This is an optimization exercise on Yosys and OpenROAD, whose aim is small area, not a production implementation.
In this exercise RTL edits were held to simulation tests only and were not proved equivalent to the original.
No activity file was given, so power comes from the tool's default toggle rates.

==> design/flow/run.sh <==
#!/bin/bash
# synth_recipe.tcl (not shown) runs the flow's synth.tcl, then flattens the netlist and writes it again
# the make line also repeats each setting of config.mk as NAME=value (left out here)
make -C /OpenROAD-flow-scripts/flow DESIGN_CONFIG=/design/flow/config.mk WORK_HOME=/design/flow/orfs CLKGATE_MAP_FILE= SYNTH_SCRIPT=/design/flow/synth_recipe.tcl finish
==> design/flow/config.mk <==
export PLATFORM = sky130hd
export DESIGN_NAME = dmx_core
export DESIGN_NICKNAME = dmx_core
export VERILOG_FILES = /design/flow/design.v
export SDC_FILE = /design/flow/constraint.sdc
export NUM_CORES = 4
export LEC_CHECK = 0
export CAP_MARGIN = 20
export CORE_MARGIN = 2
export CORE_UTILIZATION = 40
export SLEW_MARGIN = 20
==> design/flow/constraint.sdc <==
create_clock -name core_clock -period 8.0 [get_ports {clk}]
set_input_delay 1.6000 -clock core_clock [delete_from_list [all_inputs] [get_ports {clk}]]
set_output_delay 1.6000 -clock core_clock [all_outputs]
set_load 0.01 [all_outputs]
==> design/flow/design.v <==
module alarm_dueby #(
    parameter W = 16
) (
    input  wire [W-1:0] c,        
    input  wire [W-1:0] sched,    
    input  wire [W-1:0] extra,    
    output wire         due
);
    wire [W-1:0] target = sched + extra;
    wire [W-1:0] diff   = c - target;
    assign due = ~diff[W-1];
endmodule
module alarm_timer #(
    parameter TW = 32,
    parameter W  = 24,
    parameter S  = 8
) (
    input  wire          clk,
    input  wire          rst,
    input  wire [TW-1:0] now,
    input  wire [2:0]    t_op,
    input  wire [W-1:0]  t_arg,
    output wire          t_due
);
    localparam [2:0] OP_NOP    = 3'd0;
    localparam [2:0] OP_SET    = 3'd1;
    localparam [2:0] OP_RESET  = 3'd2;
    localparam [2:0] OP_DUEBY  = 3'd3;
    localparam [2:0] OP_WAIT   = 3'd4;
    localparam [2:0] OP_REPEAT = 3'd5;
    reg  [W-1:0] sched;
    wire [W-1:0] c = now[S +: W];
    wire due;
    alarm_dueby #(.W(W)) u_cmp (
        .c     (c),
        .sched (sched),
        .extra (t_arg),
        .due   (due)
    );
    reg due_op;
    always @(*) begin
        case (t_op)
            OP_DUEBY, OP_WAIT, OP_REPEAT: due_op = due;
            default:                      due_op = 1'b0;
        endcase
    end
    assign t_due = due_op & ~rst;
    always @(posedge clk) begin
        if (rst) begin
            sched <= {W{1'b0}};
        end else begin
            case (t_op)
                OP_SET:    sched <= c + t_arg;
                OP_RESET:  sched <= c;
                OP_WAIT:   if (due) sched <= c;
                OP_REPEAT: if (due) sched <= sched + t_arg;
                default:   sched <= sched;
            endcase
        end
    end
endmodule
module dmx_frame_decoder #(
    parameter TW           = 32,
    parameter ALARM_W      = 16,
    parameter ALARM_S      = 0,
    parameter [7:0] CHAR_BASE    = 8'h00,
    parameter [7:0] START_DELIM  = 8'h7E,
    parameter [7:0] SEND_COMMAND = 8'h06,
    parameter [7:0] FINISH_DELIM = 8'hE7,
    parameter [ALARM_W-1:0] IDLE_TIMEOUT = 200,
    parameter MAX_CEILING  = 512
) (
    input  wire          clk,
    input  wire          rst,
    input  wire          init,
    input  wire          in_valid,
    output wire          in_ready,
    input  wire [7:0]    in_data,
    input  wire [TW-1:0] now,
    output reg           sink_cfg_valid,
    output reg  [9:0]    sink_cfg_count,
    output reg           sink_wr_valid,
    output reg  [8:0]    sink_wr_index,
    output reg  [7:0]    sink_wr_data,
    output reg           ok_pulse,
    output reg           err_pulse,
    output reg  [7:0]    err_tag,
    output reg           ok_indicator
);
    localparam [2:0] ST_START  = 3'd0;
    localparam [2:0] ST_CMD    = 3'd1;
    localparam [2:0] ST_LOW    = 3'd2;
    localparam [2:0] ST_HIGH   = 3'd3;
    localparam [2:0] ST_DATA   = 3'd4;
    localparam [2:0] ST_FINISH = 3'd5;
    localparam [7:0] TAG_M    = 8'h4D;
    localparam [7:0] TAG_R    = 8'h52;
    localparam [7:0] TAG_ZERO = 8'h30;
    localparam [7:0] TAG_C    = 8'h43;
    reg [2:0]         state;
    reg [7:0]         pending_byte;
    reg [15:0]        declared_count;
    reg [9:0]         active_count;
    reg [9:0]         write_index;
    reg [ALARM_W-1:0] sched;
    assign in_ready = ~(rst | init);
    wire accept = in_valid & ~rst & ~init;
    wire       ignored = (in_data < CHAR_BASE);
    wire [7:0] ch      = in_data - CHAR_BASE;
    wire [ALARM_W-1:0] c = now[ALARM_S +: ALARM_W];
    wire idle_due;
    alarm_dueby #(.W(ALARM_W)) u_idle (
        .c     (c),
        .sched (sched),
        .extra (IDLE_TIMEOUT),
        .due   (idle_due)
    );
    wire in_start = (state == ST_START) || (state > ST_FINISH);
    wire resync   = ~in_start && (ch == START_DELIM) && idle_due;
    wire [15:0] d_new = declared_count + {ch, 8'h00};
    reg [2:0]  n_state;
    reg [15:0] n_declared;
    reg [9:0]  n_active;
    reg [9:0]  n_windex;
    reg        n_ok_ind;
    reg        ev_cfg;
    reg [9:0]  ev_cfg_count;
    reg        ev_wr;
    reg [8:0]  ev_wr_index;
    reg        ev_ok;
    reg        ev_err;
    reg [7:0]  ev_tag;
    reg        full_reset;
    reg [2:0]  st;
    reg        do_finish;
    always @(*) begin
        n_state      = state;
        n_declared   = declared_count;
        n_active     = active_count;
        n_windex     = write_index;
        n_ok_ind     = ok_indicator;
        ev_cfg       = 1'b0;
        ev_cfg_count = 10'd0;
        ev_wr        = 1'b0;
        ev_wr_index  = 9'd0;
        ev_ok        = 1'b0;
        ev_err       = 1'b0;
        ev_tag       = 8'h00;
        full_reset   = 1'b0;
        do_finish    = 1'b0;
        st = in_start ? ST_START : state;
        if (resync) begin
            ev_err       = 1'b1;
            ev_tag       = TAG_R;
            n_active     = 10'd0;
            n_windex     = 10'd0;
            n_ok_ind     = 1'b0;
            ev_cfg       = 1'b1;
            ev_cfg_count = 10'd0;
            st           = ST_START;
        end
        case (st)
            ST_START: begin
                if (ch == START_DELIM) begin
                    n_state = ST_CMD;
                end else begin
                    ev_err     = 1'b1;
                    ev_tag     = TAG_M;
                    full_reset = 1'b1;
                    n_state    = ST_START;
                end
            end
            ST_CMD: begin
                if (ch == SEND_COMMAND) begin
                    n_state = ST_LOW;
                end else begin
                    ev_err     = 1'b1;
                    ev_tag     = TAG_M;
                    full_reset = 1'b1;
                    n_state    = ST_START;
                end
            end
            ST_LOW: begin
                n_declared = {8'h00, ch};
                n_state    = ST_HIGH;
            end
            ST_HIGH: begin
                n_declared = d_new;
                if (d_new == 16'd0) begin
                    ev_err     = 1'b1;
                    ev_tag     = TAG_ZERO;
                    full_reset = 1'b1;
                end else if (d_new > MAX_CEILING) begin
                    ev_err     = 1'b1;
                    ev_tag     = TAG_C;
                    full_reset = 1'b1;
                end else begin
                    if (d_new != {6'd0, active_count}) begin
                        n_active     = d_new[9:0];
                        ev_cfg       = 1'b1;
                        ev_cfg_count = d_new[9:0];
                    end
                    n_windex = 10'd0;
                    n_state  = ST_DATA;
                end
            end
            ST_DATA: begin
                if (write_index < active_count) begin
                    ev_wr       = 1'b1;
                    ev_wr_index = write_index[8:0];
                    n_windex    = write_index + 10'd1;
                    n_state     = ST_DATA;
                end else begin
                    do_finish = 1'b1;
                end
            end
            default: begin
                do_finish = 1'b1;
            end
        endcase
        if (do_finish) begin
            if (ch == FINISH_DELIM) begin
                ev_ok    = 1'b1;
                n_ok_ind = 1'b1;
                n_state  = ST_START;
            end else begin
                ev_err     = 1'b1;
                ev_tag     = TAG_M;
                full_reset = 1'b1;
                n_state    = ST_START;
            end
        end
        if (full_reset) begin
            n_state      = ST_START;
            n_active     = 10'd0;
            n_windex     = 10'd0;
            n_ok_ind     = 1'b0;
            ev_cfg       = 1'b1;
            ev_cfg_count = 10'd0;
        end
    end
    always @(posedge clk) begin
        if (rst || init) begin
            state          <= ST_START;
            active_count   <= 10'd0;
            write_index    <= 10'd0;
            ok_indicator   <= 1'b0;
            sched          <= c;
            if (rst) begin
                pending_byte   <= 8'd0;
                declared_count <= 16'd0;
            end
            sink_cfg_valid <= 1'b1;
            sink_cfg_count <= 10'd0;
            sink_wr_valid  <= 1'b0;
            sink_wr_index  <= 9'd0;
            sink_wr_data   <= 8'd0;
            ok_pulse       <= 1'b0;
            err_pulse      <= 1'b0;
            err_tag        <= 8'h00;
        end else if (accept && !ignored) begin
            state          <= n_state;
            pending_byte   <= ch;
            declared_count <= n_declared;
            active_count   <= n_active;
            write_index    <= n_windex;
            ok_indicator   <= n_ok_ind;
            sched          <= c;           
            sink_cfg_valid <= ev_cfg;
            sink_cfg_count <= ev_cfg_count;
            sink_wr_valid  <= ev_wr;
            sink_wr_index  <= ev_wr_index;
            sink_wr_data   <= ch;
            ok_pulse       <= ev_ok;
            err_pulse      <= ev_err;
            err_tag        <= ev_tag;
        end else begin
            sink_cfg_valid <= 1'b0;
            sink_wr_valid  <= 1'b0;
            ok_pulse       <= 1'b0;
            err_pulse      <= 1'b0;
        end
    end
endmodule
module dmx_core (
    input  wire        clk,
    input  wire        rst,
    input  wire [31:0] now,
    input  wire        init,
    input  wire        in_valid,
    output wire        in_ready,
    input  wire [7:0]  in_data,
    output wire        sink_cfg_valid,
    output wire [9:0]  sink_cfg_count,
    output wire        sink_wr_valid,
    output wire [8:0]  sink_wr_index,
    output wire [7:0]  sink_wr_data,
    output wire        ok_pulse,
    output wire        err_pulse,
    output wire [7:0]  err_tag,
    output wire        ok_indicator,
    input  wire [2:0]  t_op,
    input  wire [23:0] t_arg,
    output wire        t_due
);
    dmx_frame_decoder #(
        .TW      (32),
        .ALARM_W (16),
        .ALARM_S (0)
    ) u_dec (
        .clk            (clk),
        .rst            (rst),
        .init           (init),
        .in_valid       (in_valid),
        .in_ready       (in_ready),
        .in_data        (in_data),
        .now            (now),
        .sink_cfg_valid (sink_cfg_valid),
        .sink_cfg_count (sink_cfg_count),
        .sink_wr_valid  (sink_wr_valid),
        .sink_wr_index  (sink_wr_index),
        .sink_wr_data   (sink_wr_data),
        .ok_pulse       (ok_pulse),
        .err_pulse      (err_pulse),
        .err_tag        (err_tag),
        .ok_indicator   (ok_indicator)
    );
    alarm_timer #(
        .TW (32),
        .W  (24),
        .S  (8)
    ) u_timer (
        .clk   (clk),
        .rst   (rst),
        .now   (now),
        .t_op  (t_op),
        .t_arg (t_arg),
        .t_due (t_due)
    );
endmodule
==> impl_results.rst <==
.. list-table::
   :header-rows: 1

   * - Metric
     - Value
   * - Max_cap viols
     - 0
   * - Outcome
     - no timing/DRC/antenna violations
   * - Area growth syn-to-layout
     - 25.94%
   * - Antenna fix cells
     - 0
   * - Clock buffer depth
     - 2
   * - Final worst clock skew
     - 0.01217 ns
   * - Standard-cell row count
     - 55
   * - Routed via count divided by cell count
     - 5.752
   * - Post-synthesis net count
     - 1287
   * - Synth Register Bits
     - 117
   * - PwrDens
     - 198.4 mW/mm²
   * - IR drop worst, VDD
     - 90.15 µV
   * - Number of buffers inserted by hold repair at cts
     - 0
   * - Total cell area at the placement stage
     - 0.01110 mm²
   * - Hold Vio Cnt, Final
     - 0
   * - DR DRC count
     - 0
   * - Count leader, synth
     - ha_1
   * - Post-Syn Area per Cell
     - 8.490 µm²
   * - Number of cells traversed by the worst register-to-register path
     - 21
   * - Setup TNS
     - 0 ns
   * - Max Slew Vio Count
     - 0
   * - Crit path depth
     - 20
   * - Initial core utilization
     - 41.04%
   * - Final WL
     - 28410 µm
   * - Sink count of the clock tree
     - 117
   * - Chip Height
     - 156.9 µm
   * - Core Area
     - 0.02278 mm²
   * - Required time of the critical path
     - 6.40 ns
   * - Wire length of the first global-routing pass
     - 45510 µm
   * - Final core utilization
     - 51.68%
   * - Endpoint type of the worst setup path
     - primary output
   * - Startpoint types
     - input port
   * - Total Die Area
     - 0.02461 mm²
   * - Setup repair after global routing missed its margin
     - false
   * - Pin count of the biggest net entering global routing
     - 35
   * - Most common library cells after synthesis
     - ha_1, dfxtp_1, nand2_1, a21oi_1, nor2_1
   * - Total I/O pin count
     - 113
   * - Fraction of registers with async set or reset after synthesis
     - 0%
   * - Distinct cells, synth
     - 79
   * - CP peak stage delay
     - 0.45 ns
   * - Number of nets with antenna violations after routing
     - 0
   * - Netlist area before placement
     - 0.009348 mm²
   * - Number of global-route vias before repair
     - 8571
   * - Post-route cell area
     - 0.01177 mm²
   * - Number of stages on the worst hold path
     - 2
   * - Final-layout fill cell count
     - 2215
   * - Detailed-routing iteration count for the pre-antenna-repair pass
     - 5
   * - Via count
     - 9030
   * - Gr ovfl total
     - 0
   * - Gate count after technology mapping
     - 1101
   * - Number of warnings reported in the yosys synthesis log
     - 2
   * - Top cell type by total area after synthesis
     - dfxtp_1
   * - Max Fanout on Critical Path
     - 3
   * - Total Power
     - 2.335 mW
   * - Number of synthesized flops with an enable pin
     - 32
   * - Last weighted congestion value of the routability-driven placer
     - 0.9070
   * - Post-route minimum period
     - 7.672 ns
   * - Data arrival time at the worst-slack endpoint
     - 6.07 ns
   * - Cell types occupying the most area after synthesis
     - dfxtp_1, ha_1, edfxtp_1
   * - Final setup violation count
     - 0
   * - Sequential fraction of the synthesis area
     - 28.48%
   * - Leak
     - 5.020 nW
   * - Clk pin slew, worst setup/hold paths
     - 0.06 ns
   * - Buffers and inverters on the worst path
     - 3
   * - Fraction of synthesized cell area taken by the top area cell type
     - 18.20%
   * - Port bufs
     - 111
   * - Wire length per cell
     - 18.09 µm
   * - Category of cells accounting for the largest share of critical-path delay
     - compound AO/OA/AOI/OAI gates
   * - Net total in the final layout
     - 1430
   * - Fraction of final layout cells sized beyond drive strength 1
     - 9.149%
   * - Root Driver
     - clkbuf_16
   * - Series of cell instances along the critical path
     - clkdlybuf4s50_1, ha_1, fa_1, a21o_1, a31o_2, buf_4, a31oi_2, o21ai_1, a31oi_1, xor2_1, ha_1, a211oi_1, o21ai_0, a22o_1, a2111oi_4, and3b_1, nor2_1, xor2_1, nor3_2, clkbuf_2
   * - CP max stage cell
     - clkdlybuf4s50_1
   * - Hold WC Path Type
     - reg -> reg
   * - Die X-Extent
     - 156.9 µm
   * - CTS H-tree depth
     - 4
   * - Hold Worst Slack
     - 0.4385 ns
   * - Slew headroom
     - 30.77%
   * - Number of clock buffers inserted by TritonCTS
     - 17
   * - Insertion delay of the later-clocked pin in the worst-skew pair
     - 0.43 ns
   * - Most common flop cell mapped by yosys
     - dfxtp_1
   * - Slew at the pin closest to its max-slew limit
     - 1.031 ns
   * - Antenna violations before repair
     - 0
   * - Total routing usage reported by global routing
     - 23.71%
   * - Critical path class
     - in -> out
   * - TritonCTS clock tree
     - built
   * - Fmax achieved
     - 130.3 MHz
   * - Detailed Place HPWL
     - 21530 µm
   * - Final clock period utilization by the worst path
     - 95.90%
   * - DRT iter0 DRCs
     - 723
-- cells by family (layout without fill, tap and decap cells) --
family | Yosys count | count (layout) | share of synthesized area (%)
simple gates | 313 | 313 | 16.65
xor+xnor | 57 | 57 | 5.341
compound gates | 361 | 361 | 26.81
fa+ha+maj | 115 | 115 | 15.63
other cells | 1 | 1 | 0.04012
flops | 117 | 117 | 28.48
buf+inv | 117 | 273 | 4.859
mux | 20 | 20 | 2.182
-- cell type report --
class | count | area [µm²] | share of cell area (%)
multi-input cells | 867 | 6295 | 53.47
clock buffers | 19 | 475.5 | 4.039
well taps | 313 | 391.6 | 3.327
flip-flops and latches | 117 | 2663 | 22.62
clock inverters | 13 | 155.1 | 1.318
inverters | 77 | 289.0 | 2.455
repair buffers | 164 | 1504 | 12.78
-- through the flow --
step | instances | setup WS, ns
after floorplan | 1101 | 0.9113
after global placement | 1537 | -0.3877
final | 1570 | 0.3276
after detailed placement | 1537 | -0.4963
after CTS | 1569 | 0.07219
after global routing | 1570 | 0.08257
-- tightest hold or removal path: cells and delay by family (launching register included) --
kind             cells  cell delay (ns)
flip-flops           1             0.31
AND/OR/NAND/NOR      2             0.09
-- final timing paths --
check	start	end	slack, ns
hold / removal	u_dec.err_tag[5]$_SDFFE_PN0P_	u_dec.err_tag[5]$_SDFFE_PN0P_	0.44
setup / recovery	t_arg[0]	t_due	0.33
setup reg to reg	u_timer.sched[0]$_SDFFE_PP0P_	u_timer.sched[19]$_SDFFE_PP0P_	2.91
hold reg to reg	u_dec.err_tag[5]$_SDFFE_PN0P_	u_dec.err_tag[5]$_SDFFE_PN0P_	0.44
-- layer usage --
| layer | vias to the layer above | global-route usage, % | wire length (µm) |
|---|---|---|---|
| met1 | 4272 | 34.33 | 13870 |
| li1 | 4421 | - | - |
| met3 | 37 | 4.099 | 1743 |
| met2 | 300 | 36.01 | 12330 |
| met4 | 0 | 6.684 | 468 |
| met5 | - | 0 | 0 |
-- placed cells by master (no fill, tap or decap), drive strengths merged, types with 12 or more instances in the layout --
cell	instances
o2bb2ai	12
xnor2	33
clkbuf	20
clkdlybuf4s50	110
inv	83
nor3	37
a21oi	82
nand2	84
a221oi	13
mux2i	17
ha	112
a21o	36
edfxtp	32
buf	53
nor2	77
a22o	23
o21ai	53
xor2	24
nand3	30
dfxtp	85
o21a	13
o211ai	15
a211oi	20
-- flip-flops by register name (all words and copies together), names as in the netlist --
register              flops
u_dec.sink_wr_valid       1
u_dec.write_index        10
u_dec.declared_count     16
u_dec.err_tag             6
u_dec.ok_pulse            1
u_dec.err_pulse           1
u_dec.sched              16
u_dec.sink_cfg_valid      1
u_dec.sink_wr_data        8
u_dec.active_count       10
u_dec.ok_indicator        1
u_timer.sched            24
u_dec.sink_cfg_count     10
u_dec.state               3
u_dec.sink_wr_index       9
-- where the power goes --
group	internal (mW)	switching [mW]
clock network	0.505	0.317
registers	0.647	0.0227
logic	0.388	0.456
-- timing repair --
item / 4_1_cts / 5_1_grt
hold endpoints to repair: 0 / 0
resized for setup: 5 / 8
pin swaps: 1 / 3
buffers inserted: 0 / 1
cloned: 0 / 0
endpoints found under the setup margin: 1 / 1

## port drivers added, routing unchanged
No port has a modelled driver above. Below, the same layout with a new extraction and two added sets of constraints.
Step 1, drivers: a clkbuf_16 drives clk and a buf_2 each remaining input, both assumed.
Step 2 also shifts input and output timing later by t, the mid clock arrival at the registers, as if the neighbouring blocks saw the same clock.
Slacks: no drivers / after step 1 / after step 2; pairs: no drivers / after step 1.
t (ns): 0.471
slack for setup (ns): 0.328 / 0.302 / 0.302
hold WS [ns]: 0.439 / 0.439 / 0.439
After both steps this run still meets setup and hold. For this run, drivers alone change the setup slack by -0.026 ns; drivers and shift together by -0.026 ns.
